What follows belongs to an exercise in optimizing a design on an open flow for small area, a short achievable clock period and few clock cycles; a production flow would make more cautious choices.
Only simulation tests tie the RTL to the original design; equivalence was not proved.
Power figures rest on the tool's default switching activity, not on a simulated workload.

File: run.sh
#!/bin/bash
# synth_recipe.tcl (not shown) runs the flow's synth.tcl, then flattens the netlist and writes it again
# the make line also repeats each setting of config.mk as NAME=value (left out here)
make -C /OpenROAD-flow-scripts/flow DESIGN_CONFIG=/design/flow/config.mk WORK_HOME=/design/flow/orfs CLKGATE_MAP_FILE= SYNTH_SCRIPT=/design/flow/synth_recipe.tcl finish
File: design.v
module gdc_dbuf (
    input  wire        clk,
    input  wire        rst,           
    input  wire        ep_valid,
    output wire        ep_ready,
    input  wire [31:0] ep_data,
    input  wire        in_valid,
    output wire        in_ready,
    input  wire [15:0] in_data,
    output reg         resp_valid,
    input  wire        resp_ready,
    output wire [31:0] resp_data,
    output reg         err_valid,
    output reg  [1:0]  err_cause,     
    output reg  [7:0]  err_opc
);
    localparam [7:0] OP_NOP      = 8'h00,
                     OP_ENCODE   = 8'h08,
                     OP_DECODE   = 8'h09,
                     OP_WRBLK    = 8'h10,
                     OP_RDSMP    = 8'h11,
                     OP_SETWH    = 8'h12,
                     OP_SETBD    = 8'h13,
                     OP_DRATIO   = 8'h14,
                     OP_DMS      = 8'h15;
    function [1:0] clamp_depth;
        input [31:0] r;
        begin
            if (r[31:4] != 28'd0)      clamp_depth = 2'd3;
            else if (r[3:0] <= 4'd5)   clamp_depth = 2'd0;
            else if (r[3:0] <= 4'd9)   clamp_depth = 2'd1;
            else if (r[3:0] <= 4'd13)  clamp_depth = 2'd2;
            else                       clamp_depth = 2'd3;
        end
    endfunction
    function [15:0] encode;
        input [15:0] s;
        input [1:0]  d;
        begin
            case (d)
                2'd0: encode = {8'h00, {4{s[15]}}, s[15:12]};
                2'd1: encode = {8'h00, s[15:8]};
                2'd2: encode = {{4{s[15]}}, s[15:4]};
                default: encode = s;
            endcase
        end
    endfunction
    function [15:0] decode;
        input [15:0] v;
        input [1:0]  d;
        begin
            case (d)
                2'd0: decode = {v[3:0], 12'h000};
                2'd1: decode = {v[7:0], 8'h00};
                2'd2: decode = {v[11:0], 4'h0};
                default: decode = v;
            endcase
        end
    endfunction
    function [2:0] add3;
        input [2:0] a;
        input [2:0] b;
        begin
            add3[0] = (a[0] & b[0]) | (a[1] & b[2]) | (a[2] & b[1]);
            add3[1] = (a[0] & b[1]) | (a[1] & b[0]) | (a[2] & b[2]);
            add3[2] = (a[0] & b[2]) | (a[2] & b[0]) | (a[1] & b[1]);
        end
    endfunction
    function [2:0] bit3;
        input x;
        input w2;
        begin
            bit3 = !x ? 3'b001 : w2 ? 3'b100 : 3'b010;
        end
    endfunction
    function [2:0] neg3;
        input [2:0] a;
        begin
            neg3 = {a[1], a[2], a[0]};
        end
    endfunction
    reg [767:0] mem;                  
    reg [1:0]  depth;
    reg [6:0]  wh;
    reg [4:0]  wfade;
    reg [4:0]  wfade_n;               
    reg [15:0] wr_left;               
    reg        wr_busy;               
    reg        wr_one;                
    reg        e1_v, e0_v;            
    reg [31:0] e1_w, e0_w;
    reg        ep_rdy;
    reg        in_bv;                 
    reg [15:0] in_w;
    reg [15:0] r_o;                   
    reg        ph_op;                 
    reg        k_enc, k_dec, k_rd, k_swh, k_dms;    
    reg [15:0] op_imm;                
    reg        resp_sx;               
    reg [15:0] resp_lo;
    assign resp_data = {{16{resp_sx}}, resp_lo};
    wire bps2 = depth[1];             
    wire [7:0]  h_opc  = e1_w[31:24];
    wire [15:0] h_imm  = e1_w[15:0];
    reg h_known, h_two, h_imm_used;
    always @(*) begin
        h_known = 1'b1; h_two = 1'b0; h_imm_used = 1'b0;
        case (h_opc)
            OP_NOP:    ;
            OP_ENCODE: begin h_two = 1'b1; h_imm_used = 1'b1; end
            OP_DECODE: begin h_two = 1'b1; h_imm_used = 1'b1; end
            OP_WRBLK:  h_imm_used = 1'b1;
            OP_RDSMP:  h_two = 1'b1;
            OP_SETWH:  h_two = 1'b1;
            OP_SETBD:  h_imm_used = 1'b1;
            OP_DRATIO: h_imm_used = 1'b1;
            OP_DMS:    h_two = 1'b1;
            default:   h_known = 1'b0;
        endcase
    end
    wire h_resv_bad = (e1_w[23:16] != 8'd0) || (!h_imm_used && h_imm != 16'd0);
    wire h_ok   = h_known && !h_resv_bad;
    wire h_wb   = h_ok && (h_opc == OP_WRBLK);
    wire h_sbd  = h_ok && (h_opc == OP_SETBD);
    wire h_dr   = h_ok && (h_opc == OP_DRATIO);
    reg [2:0]  m3;
    reg [95:0] m3t;                   
    integer j;
    always @(*) begin
        for (j = 0; j < 32; j = j + 1)
            m3t[3*j +: 3] = bit3(e1_w[j], (j % 2 == 1) && (j != 31));
        for (j = 0; j < 16; j = j + 1) m3t[3*j +: 3] = add3(m3t[6*j +: 3], m3t[6*j+3 +: 3]);
        for (j = 0; j < 8; j = j + 1)  m3t[3*j +: 3] = add3(m3t[6*j +: 3], m3t[6*j+3 +: 3]);
        for (j = 0; j < 4; j = j + 1)  m3t[3*j +: 3] = add3(m3t[6*j +: 3], m3t[6*j+3 +: 3]);
        for (j = 0; j < 2; j = j + 1)  m3t[3*j +: 3] = add3(m3t[6*j +: 3], m3t[6*j+3 +: 3]);
        m3 = add3(m3t[2:0], m3t[5:3]);
    end
    reg [2:0] l16m3, l32m3;
    always @(*) begin
        case (e1_w[3:0] % 3)
            0: l16m3 = 3'b001;
            1: l16m3 = 3'b010;
            default: l16m3 = 3'b100;
        endcase
        case (e1_w[4:0] % 3)
            0: l32m3 = 3'b001;
            1: l32m3 = 3'b010;
            default: l32m3 = 3'b100;
        endcase
    end
    wire [2:0] k16 = add3(m3, neg3(l16m3));
    wire [2:0] k32 = neg3(add3(m3, neg3(l32m3)));
    wire [6:0] opa_wrapped = bps2 ? {1'b0, k16[2], k16[1], e1_w[3:0]}
                                  : {k32[2], k32[1], e1_w[4:0]};
    wire writing = wr_busy && in_bv;
    wire wr_last = wr_one && in_bv;            
    wire wr_done = !wr_busy || wr_last;       
    wire [7:0] rd_dist0 = {1'b0, opa_wrapped} - {1'b0, wh};
    wire [6:0] rd_dist  = rd_dist0[7] ? rd_dist0[6:0] + (bps2 ? 7'd48 : 7'd96) : rd_dist0[6:0];
    wire       rd_free  = (wr_left[15:7] == 9'd0) && (rd_dist >= wr_left[6:0]) &&
                          (wr_done || wfade == 5'd0);
    reg        resp_hold;             
    wire op_resp = k_enc || k_dec || k_dms || k_rd;
    wire resp_busy = resp_valid || resp_hold;
    wire take_hdr = !ph_op && (
                      (h_opc == OP_WRBLK  && h_ok) ? wr_done :
                      (h_opc == OP_SETBD  && h_ok) ? wr_done :
                      (h_opc == OP_DRATIO && h_ok) ? !resp_busy :
                      1'b1);
    wire take_op  = ph_op && !(op_resp && resp_busy) &&
                    !(k_swh && !wr_done) &&
                    !(k_rd && !rd_free);
    wire take     = e1_v && (take_hdr || take_op);
    wire x_wb  = e1_v && !ph_op && h_wb  && wr_done;
    wire x_sbd = e1_v && !ph_op && h_sbd && wr_done;
    wire x_swh = e1_v &&  ph_op && k_swh && wr_done;
    wire ep_push = ep_valid && ep_rdy;
    wire e1_free = !e1_v || take;
    assign ep_ready = ep_rdy;
    reg  in_rdy;
    assign in_ready = in_rdy;
    wire [6:0] wh_next = (wh == (bps2 ? 7'd47 : 7'd95)) ? 7'd0 : wh + 7'd1;
    wire       rd_cmd  = ph_op && k_rd && (wr_done || wfade == 5'd0);
    wire [6:0] rd_slot = rd_cmd ? opa_wrapped : (writing ? wh_next : wh);
    wire [5:0] rd_word = bps2 ? rd_slot[5:0] : rd_slot[6:1];
    reg  [15:0] rd_w;
    integer r;
    always @(*) begin
        rd_w = 16'd0;
        for (r = 0; r < 48; r = r + 1)
            rd_w = rd_w | (mem[16*r +: 16] & {16{rd_word == r}});
    end
    wire [15:0] rd_raw = bps2 ? rd_w : {8'h00, rd_slot[0] ? rd_w[15:8] : rd_w[7:0]};
    wire [15:0] rd_sample = decode(rd_raw, depth);
    wire [4:0]  w_o = wfade;
    wire [4:0]  w_n = wfade_n;
    wire [20:0] o_x = {{5{r_o[15]}}, r_o};
    wire [20:0] n_x = {{5{in_w[15]}}, in_w};
    wire [20:0] p0 = w_o[0] ? o_x      : 21'd0;
    wire [20:0] p1 = w_o[1] ? o_x << 1 : 21'd0;
    wire [20:0] p2 = w_o[2] ? o_x << 2 : 21'd0;
    wire [20:0] p3 = w_o[3] ? o_x << 3 : 21'd0;
    wire [20:0] p4 = w_o[4] ? o_x << 4 : 21'd0;
    wire [20:0] p5 = w_n[0] ? n_x      : 21'd0;
    wire [20:0] p6 = w_n[1] ? n_x << 1 : 21'd0;
    wire [20:0] p7 = w_n[2] ? n_x << 2 : 21'd0;
    wire [20:0] p8 = w_n[3] ? n_x << 3 : 21'd0;
    wire [20:0] p9 = w_n[4] ? n_x << 4 : 21'd0;
    function [41:0] csa;
        input [20:0] x, y, z;
        begin
            csa[20:0]  = x ^ y ^ z;
            csa[41:21] = {(x[19:0] & y[19:0]) | (x[19:0] & z[19:0]) | (y[19:0] & z[19:0]), 1'b0};
        end
    endfunction
    wire [41:0] t1 = csa(p0, p1, p2);
    wire [41:0] t2 = csa(p3, p4, p5);
    wire [41:0] t3 = csa(p6, p7, p8);
    wire [41:0] t4 = csa(t1[20:0], t1[41:21], t2[20:0]);
    wire [41:0] t5 = csa(t2[41:21], t3[20:0], t3[41:21]);
    wire [41:0] t6 = csa(t4[20:0], t4[41:21], t5[20:0]);
    wire [41:0] t7 = csa(t5[41:21], p9, t6[20:0]);
    wire [41:0] t8 = csa(t6[41:21], t7[20:0], t7[41:21]);
    reg  [20:0] ks_g, ks_p, bl_s;
    integer ks_i, ks_l;
    always @(*) begin
        ks_g = t8[20:0] & t8[41:21];
        ks_p = t8[20:0] ^ t8[41:21];
        for (ks_l = 1; ks_l < 21; ks_l = ks_l * 2)
            for (ks_i = 20; ks_i >= 0; ks_i = ks_i - 1)
                if (ks_i >= ks_l) begin
                    ks_g[ks_i] = ks_g[ks_i] | (ks_p[ks_i] & ks_g[ks_i - ks_l]);
                    ks_p[ks_i] = ks_p[ks_i] & ks_p[ks_i - ks_l];
                end
        bl_s = (t8[20:0] ^ t8[41:21]) ^ {ks_g[19:0], 1'b0};
    end
    wire [18:0] bl_u = {1'b1, ~bl_s[20], bl_s[19:3]};
    reg [3*21*6-1:0] sfx;
    reg [15:0] bl_q;
    integer a, b;
    always @(*) begin
        sfx = {3*21*6{1'b0}};
        for (a = 0; a <= 20; a = a + 1)
            sfx[3*a +: 3] = bit3((a < 19) ? bl_u[a] : 1'b0, 1'b0);
        for (a = 0; a <= 20; a = a + 1)
            sfx[3*(21+a) +: 3] = (a < 19) ? add3(sfx[3*a +: 3], bit3((a < 18) ? bl_u[a+1] : 1'b0, 1'b1))
                                          : sfx[3*a +: 3];
        for (b = 1; b < 5; b = b + 1)
            for (a = 0; a <= 20; a = a + 1)
                sfx[3*(21*(b+1)+a) +: 3] = (a + (1 << b) <= 20) ?
                    add3(sfx[3*(21*b+a) +: 3], sfx[3*(21*b+a+(1 << b)) +: 3]) :
                    sfx[3*(21*b+a) +: 3];
        for (a = 0; a < 16; a = a + 1)
            bl_q[a] = sfx[3*(21*5+a+1) + 2] || (sfx[3*(21*5+a+1) + 1] && bl_u[a]);
    end
    wire [15:0] wr_sample = bl_q;
    wire [15:0] wr_code   = encode(wr_sample, depth);
    wire [5:0] wr_word = bps2 ? wh[5:0] : wh[6:1];
    wire       wr_lo   = writing && (bps2 || !wh[0]);
    wire       wr_hi   = writing && (bps2 ||  wh[0]);
    reg        rst_q;
    always @(posedge clk) rst_q <= rst;
    wire [7:0] wd_lo   = rst_q ? 8'h00 : wr_code[7:0];
    wire [7:0] wd_hi   = rst_q ? 8'h00 : (bps2 ? wr_code[15:8] : wr_code[7:0]);
    integer k;
    always @(posedge clk) begin
        for (k = 0; k < 48; k = k + 1) begin
            if (rst_q || (wr_lo && wr_word == k)) mem[16*k +: 8]     <= wd_lo;
            if (rst_q || (wr_hi && wr_word == k)) mem[16*k + 8 +: 8] <= wd_hi;
        end
    end
    wire [1:0]  opa_depth = clamp_depth(e1_w);
    wire [15:0] enc_code  = encode(op_imm, opa_depth);
    wire [15:0] dec_smp   = decode(op_imm, opa_depth);
    wire [1:0]  bd_new    = clamp_depth({16'd0, h_imm});
    wire [6:0]  wh_cur    = writing ? wh_next : wh;
    wire [6:0]  wh_after_bd = (bd_new[1] && wh_cur >= 7'd48) ? wh_cur - 7'd48 : wh_cur;
    wire [17:0] dr_3v     = {2'b00, h_imm} + {1'b0, h_imm, 1'b0};
    wire [6:0]  dr_val    = bps2 ? {1'b0, dr_3v[17:12]} : dr_3v[17:11];
    wire        ms_hi     = (e1_w[31:2] != 30'd0);
    wire [6:0]  ms_max    = bps2 ? 7'd47 : 7'd95;
    wire [6:0]  ms_val    = ms_hi ? ms_max :
                            (e1_w[1:0] == 2'd0) ? 7'd0 :
                            (e1_w[1:0] == 2'd1) ? 7'd44 :
                            (e1_w[1:0] == 2'd2) ? (bps2 ? 7'd47 : 7'd88) : ms_max;
    always @(posedge clk) begin
        if (rst) begin
            depth      <= 2'd3;
            wh         <= 7'd0;
            wfade      <= 5'd0;
            wfade_n    <= 5'd24;
            wr_left    <= 16'd0;
            wr_busy    <= 1'b0;
            wr_one     <= 1'b0;
            e1_v       <= 1'b0;
            e0_v       <= 1'b0;
            ep_rdy     <= 1'b0;
            in_bv      <= 1'b0;
            in_rdy     <= 1'b1;
            ph_op      <= 1'b0;
            resp_valid <= 1'b0;
            resp_hold  <= 1'b0;
            err_valid  <= 1'b0;
        end else begin
            if (resp_hold && wr_done) begin
                resp_hold  <= 1'b0;
                resp_valid <= 1'b1;
            end
            err_valid <= take && !ph_op && !h_ok;
            if (resp_valid && resp_ready) resp_valid <= 1'b0;
            if (e1_free) begin
                if (e0_v) begin
                    e1_v <= 1'b1;
                    e0_v <= ep_push;
                end else begin
                    e1_v <= ep_push;
                end
            end else if (ep_push) begin
                e0_v <= 1'b1;
            end
            ep_rdy <= !(e1_free ? (e0_v && ep_push) : (e0_v || ep_push));
            if (in_ready) in_bv <= in_valid;
            in_rdy <= !(in_ready ? in_valid : in_bv) ||
                      (x_wb && h_imm != 16'd0) || (wr_busy && !(writing && wr_one));
            if (writing) begin
                if (wfade != 5'd0) begin
                    wfade   <= wfade - 5'd1;
                    wfade_n <= wfade_n + 5'd1;
                end
                wh      <= wh_next;
                wr_left <= wr_left - 16'd1;
                wr_one  <= (wr_left == 16'd2);
                if (wr_one) wr_busy <= 1'b0;
            end
            if (x_wb && h_imm != 16'd0) begin
                wr_left <= h_imm;
                wr_busy <= 1'b1;
                wr_one  <= (h_imm == 16'd1);
            end
            if (x_sbd && bd_new != depth) begin
                depth <= bd_new;
                wh    <= wh_after_bd;
            end
            if (x_swh) begin
                wh    <= opa_wrapped;
                wfade <= 5'd24;
                wfade_n <= 5'd0;
            end
            if (take && !ph_op) begin
                if (h_known && h_two) ph_op <= 1'b1;
                if (h_dr) resp_valid <= 1'b1;
            end
            if (take && ph_op) begin
                ph_op <= 1'b0;
                if (k_rd && !wr_done) resp_hold <= 1'b1;
                else if (op_resp) resp_valid <= 1'b1;
            end
        end
    end
    always @(posedge clk) begin
        if (e1_free)          e1_w <= e0_v ? e0_w : ep_data;
        if (e1_free || !e0_v) e0_w <= ep_data;
        if (in_ready)         in_w <= in_data;
        r_o <= rd_sample;
        if (take && !ph_op) begin
            err_cause <= h_known ? 2'd2 : 2'd1;
            err_opc   <= h_opc;
            k_enc  <= h_ok && (h_opc == OP_ENCODE);
            k_dec  <= h_ok && (h_opc == OP_DECODE);
            k_rd   <= h_ok && (h_opc == OP_RDSMP);
            k_swh  <= h_ok && (h_opc == OP_SETWH);
            k_dms  <= h_ok && (h_opc == OP_DMS);
            op_imm <= h_imm;
        end
        if (take && !ph_op && h_dr) begin
            resp_sx <= 1'b0;
            resp_lo <= {9'd0, dr_val};
        end
        if (take && ph_op && op_resp) begin
            resp_sx <= 1'b0;
            resp_lo <= {9'd0, ms_val};
            if (k_enc) resp_lo <= enc_code;
            if (k_dec) begin
                resp_sx <= dec_smp[15];
                resp_lo <= dec_smp;
            end
            if (k_rd) begin
                resp_sx <= rd_sample[15];
                resp_lo <= rd_sample;
            end
        end
    end
endmodule
File: config.mk
export PLATFORM = sky130hd
export DESIGN_NAME = gdc_dbuf
export DESIGN_NICKNAME = gdc_dbuf
export VERILOG_FILES = /design/flow/design.v
export SDC_FILE = /design/flow/constraint.sdc
export NUM_CORES = 4
export LEC_CHECK = 0
export CAP_MARGIN = 20
export CORE_MARGIN = 2
export CORE_UTILIZATION = 55
export CTS_CLUSTER_DIAMETER = 100
export CTS_CLUSTER_SIZE = 22
export PLACE_DENSITY = 0.7
export SLEW_MARGIN = 20
File: constraint.sdc
create_clock -name core_clock -period 45.0 [get_ports {clk}]
set_input_delay 9.0000 -clock core_clock [delete_from_list [all_inputs] [get_ports {clk}]]
set_output_delay 9.0000 -clock core_clock [all_outputs]
set_load 0.01 [all_outputs]
==> results.txt <==
==> final timing paths <==
| check | startpoint | endpoint | slack, ns |
|---|---|---|---|
| setup / recovery | resp_sx | resp_data[20] | 34.10 |
| hold / removal | e1_w[31] | err_opc[7] | 0.51 |
| setup reg to reg | e1_w[1] | resp_sx | 34.67 |
| hold reg to reg | e1_w[31] | err_opc[7] | 0.51 |
==> stage by stage <==
stage	total power [mW]	hold WS, ns	instance area, um2	utilization (%)	worst slack (ns)
6_report	3.07	0.514	53900	60.0	34.10
5_1_grt	3.20	0.527	53900	60.0	33.98
4_1_cts	3.02	0.513	53700	59.8	34.02
3_5_place_dp	2.53	0.490	52200	58.1	34.16
3_3_place_gp	2.49	0.479	52200	58.1	34.21
2_1_floorplan	2.18	0.454	49800	-	32.50
==> power by group through the flow <==
stage                     combinational, mW  sequential, mW  clock [mW]
after global placement                0.828            1.66           0
after detailed placement              0.851            1.68           0
after CTS                             0.853            1.66       0.514
after floorplan                       0.525            1.65           0
after global routing                  0.974            1.68       0.543
final                                 0.906            1.65       0.510
==> final cells by class <==
type,instances,share of cell area (%)
flip-flops and latches,962,52.4
multi-input cells,2569,36.7
repair buffers,188,3.27
well taps,1176,2.73
clock buffers,61,2.48
inverters,312,2.17
clock inverters,10,0.302
diodes,1,0.00464
==> kinds of logic (layout without fill, tap and decap cells) <==
family	count (synthesis)	in the layout
flops	962	962
xor+xnor	63	63
simple gates	1058	1058
other cells	0	1
fa+ha+maj	290	290
buf+inv	524	571
compound gates	1083	1083
mux	75	75
==> synthesized netlist by cell type, types with 69 or more instances <==
| library cell | instances | area share [%] |
|---|---|---|
| nand2_1 | 322 | 2.4 |
| o21ai_0 | 97 | 0.97 |
| nor2_1 | 217 | 1.6 |
| a21oi_1 | 132 | 1.3 |
| nand3_1 | 99 | 1.0 |
| ha_1 | 156 | 3.9 |
| a222oi_1 | 111 | 2.2 |
| clkbuf_1 | 141 | 1.1 |
| and2_1 | 145 | 1.8 |
| inv_1 | 308 | 2.3 |
| nor3_1 | 76 | 0.76 |
| o21bai_1 | 69 | 1.0 |
| a22oi_1 | 196 | 3.0 |
| edfxtp_1 | 896 | 54 |
| fa_1 | 133 | 5.3 |
==> per-layer routing <==
metal | routed length, um | vias up | part of all wire (%)
li1 | - | 15500 | -
met1 | 57000 | 17500 | 40
met2 | 66000 | 1916 | 46
met3 | 14300 | 295 | 10
met4 | 5500 | 0 | 3.8
met5 | 0 | - | 0
==> state kept, by name, summed over array words and instances, names as in the netlist, 8 cells and up, named ones only <==
signal / cells
r_o: 16
op_imm: 16
mem: 768
resp_lo: 16
e0_w: 32
in_w: 16
err_opc: 8
wr_left: 16
e1_w: 32
==> impl_metrics.yaml <==
outcome:
  outcome: "timing/DRC/antenna clean"
logic_synthesis:
  syn_inst: 4055
  syn-cell-area_um2: 49800
  synth_top_family_by_area: "compound AO/OA/AOI/OAI gates"
  synth-xor-area-share_pct: 1.11
  syn_avg_cell_area_um2: 12.3
  synthSimpleGateAreaFrac_pct: 10.4
  synth_edf_count: 896
  synth_warnings: 1
  synth_fa_ha_area_share_pct: 9.29
  ys_seq_area_share_pct: 56.7
  ys_seq_elements: 962
  synth_fp_nets: 4397
  synth_cell_types: 110
  muxShareOfSynthArea_pct: 1.69
  synth_ff_type: "edfxtp_1"
  async_flop_share_pct: 0
  synth_compound_area_share_pct: 16.5
drt:
  drc_errors: 0
  wl_per_cell_um: 27.1
  drt-total-wl_mm: 143
  dr.first_iter.drc_count: 4952
  ant_nets: 0
  viasPerCell: 6.66
  dr.pass1.iters: 10
  vias: 35100
clock_network:
  htreeDepth: 2
  cts-buffers-inserted: 52
  ctsResizeCount: 0
  clkTransAtPathRegs_ns: 0.10
  cts_setup_buffers: 0
  clockBufferDepth: 3
  cts_root_buf: "clkbuf_16"
  worstSkewPairLatency_ns: 0.70
  cts.sinks: 962
  cts_tree: "yes"
  ctsHoldBuffers: 0
sta:
  drv_slew: 0
  worstMarginPinSlew_ns: 1.27
  period_needed_ns: 10.90
  setup-violations-final: 0
  fin_crit_sh_pct: 24.2
  tns_ns: 0
  hold_violations: 0
  slew_headroom_pct: 15.3
  rsz0062_at_grt: "no"
  skew_ns: 0.0579
  timing.fmax_ghz: 0.0918
floorplanning:
  io_pins: 99
  die_w_um: 305
  core_area_um2: 89900
  rows: 110
  die_height_um: 305
  dieArea_um2: 93000
  initial_utilization_pct: 55.4
cells_and_area:
  multi_input_area_um2: 19800
  layout.cells.non_filler: 5279
  drive_above_1_share_pct: 7.17
  fillers: 7080
  final_common_cell: "edfxtp_1"
  nNetsFinal: 4427
  area_delta_synth_final_pct: 8.24
  seq_area_um2: 28200
  layout_common_cells: "edfxtp_1 (896), nand2_1 (321), inv_1 (308), nor2_1 (205), a22oi_1 (196)"
place:
  dp.cells: 5200
  port_buffers: 98
  dp_hpwl_mm: 94.0
  place_congestion: 0.941
critical_path:
  cp_data_arrival_time_ns: 1.90
  crit_path_start_kind: "flip-flop"
  cp.required_ns: 36.00
  critPathSlowestCell: "clkdlybuf4s50_1"
  crit_family: "buffers and inverters"
  worstPathMaxFanout: 16
  path_buf_inv: 1
  crit_chain: "clkdlybuf4s50_1"
  cp_slowest_stage_delay_ns: 0.63
  critPathCaptureType: "primary output"
  reg2reg_depth: 35
  critical_path_class: "flip-flop to primary output"
  worstSetupPathDepth: 1
global_route:
  met3_usage_pct: 5.62
  use_met2_pct: 48.3
  grt_overflow_total: 0
  grt_pass1_vias: 33300
  met1_usage_pct: 41.9
  antenna_found_initial: 0
  busiest_layer: "met2"
  grt_use_total_pct: 30.3
  grt_start_max_net_pins: 99
  grt_pass1_wl_mm: 214
power:
  seqPwrFrac_pct: 53.9
  peakVddDrop_v: 0.0000526
  p_comb_share_pct: 29.5
  power_leakage_nw: 20.0
  cellInternalPower_mw: 2.03
  power_density_nw_per_um2: 56.9
  swShare_pct: 33.8
  clkPwrFrac_pct: 16.6
  power.switching_mw: 1.04
hold_path:
  worst_hold_path_type: "flip-flop to flip-flop"
  hold_depth: 0
job:
  drv_cap: 0
Testbench counts, summed over its fixed seeds: cycles 41,934.

[separate check: timing with driven ports]
The flow's constraints put no driver on any port. The routed layout listed below was extracted and timed again, unchanged, in two steps.
Step 1: set_driving_cell puts a clkbuf_16 on clk and a buf_2 on each other input, an assumption about the parent block.
Step 2 times the ports against the registers' clock, not the clock port: input delays grow and output delays shrink by t, the midpoint of the rising clock arrivals with the driver on.
Three values: ideal ports, drivers, drivers and shift; two values: the first two.
t (ns): 0.741
setup WS [ns]: 34.102 / 34.032 / 34.164
worst setup path at the end: input to register
worst slew at a driven data input, ns: 0.05
After both steps setup and hold are still met in this run. The setup slack of this run moves by -0.070 ns with the drivers and by +0.062 ns with both steps.
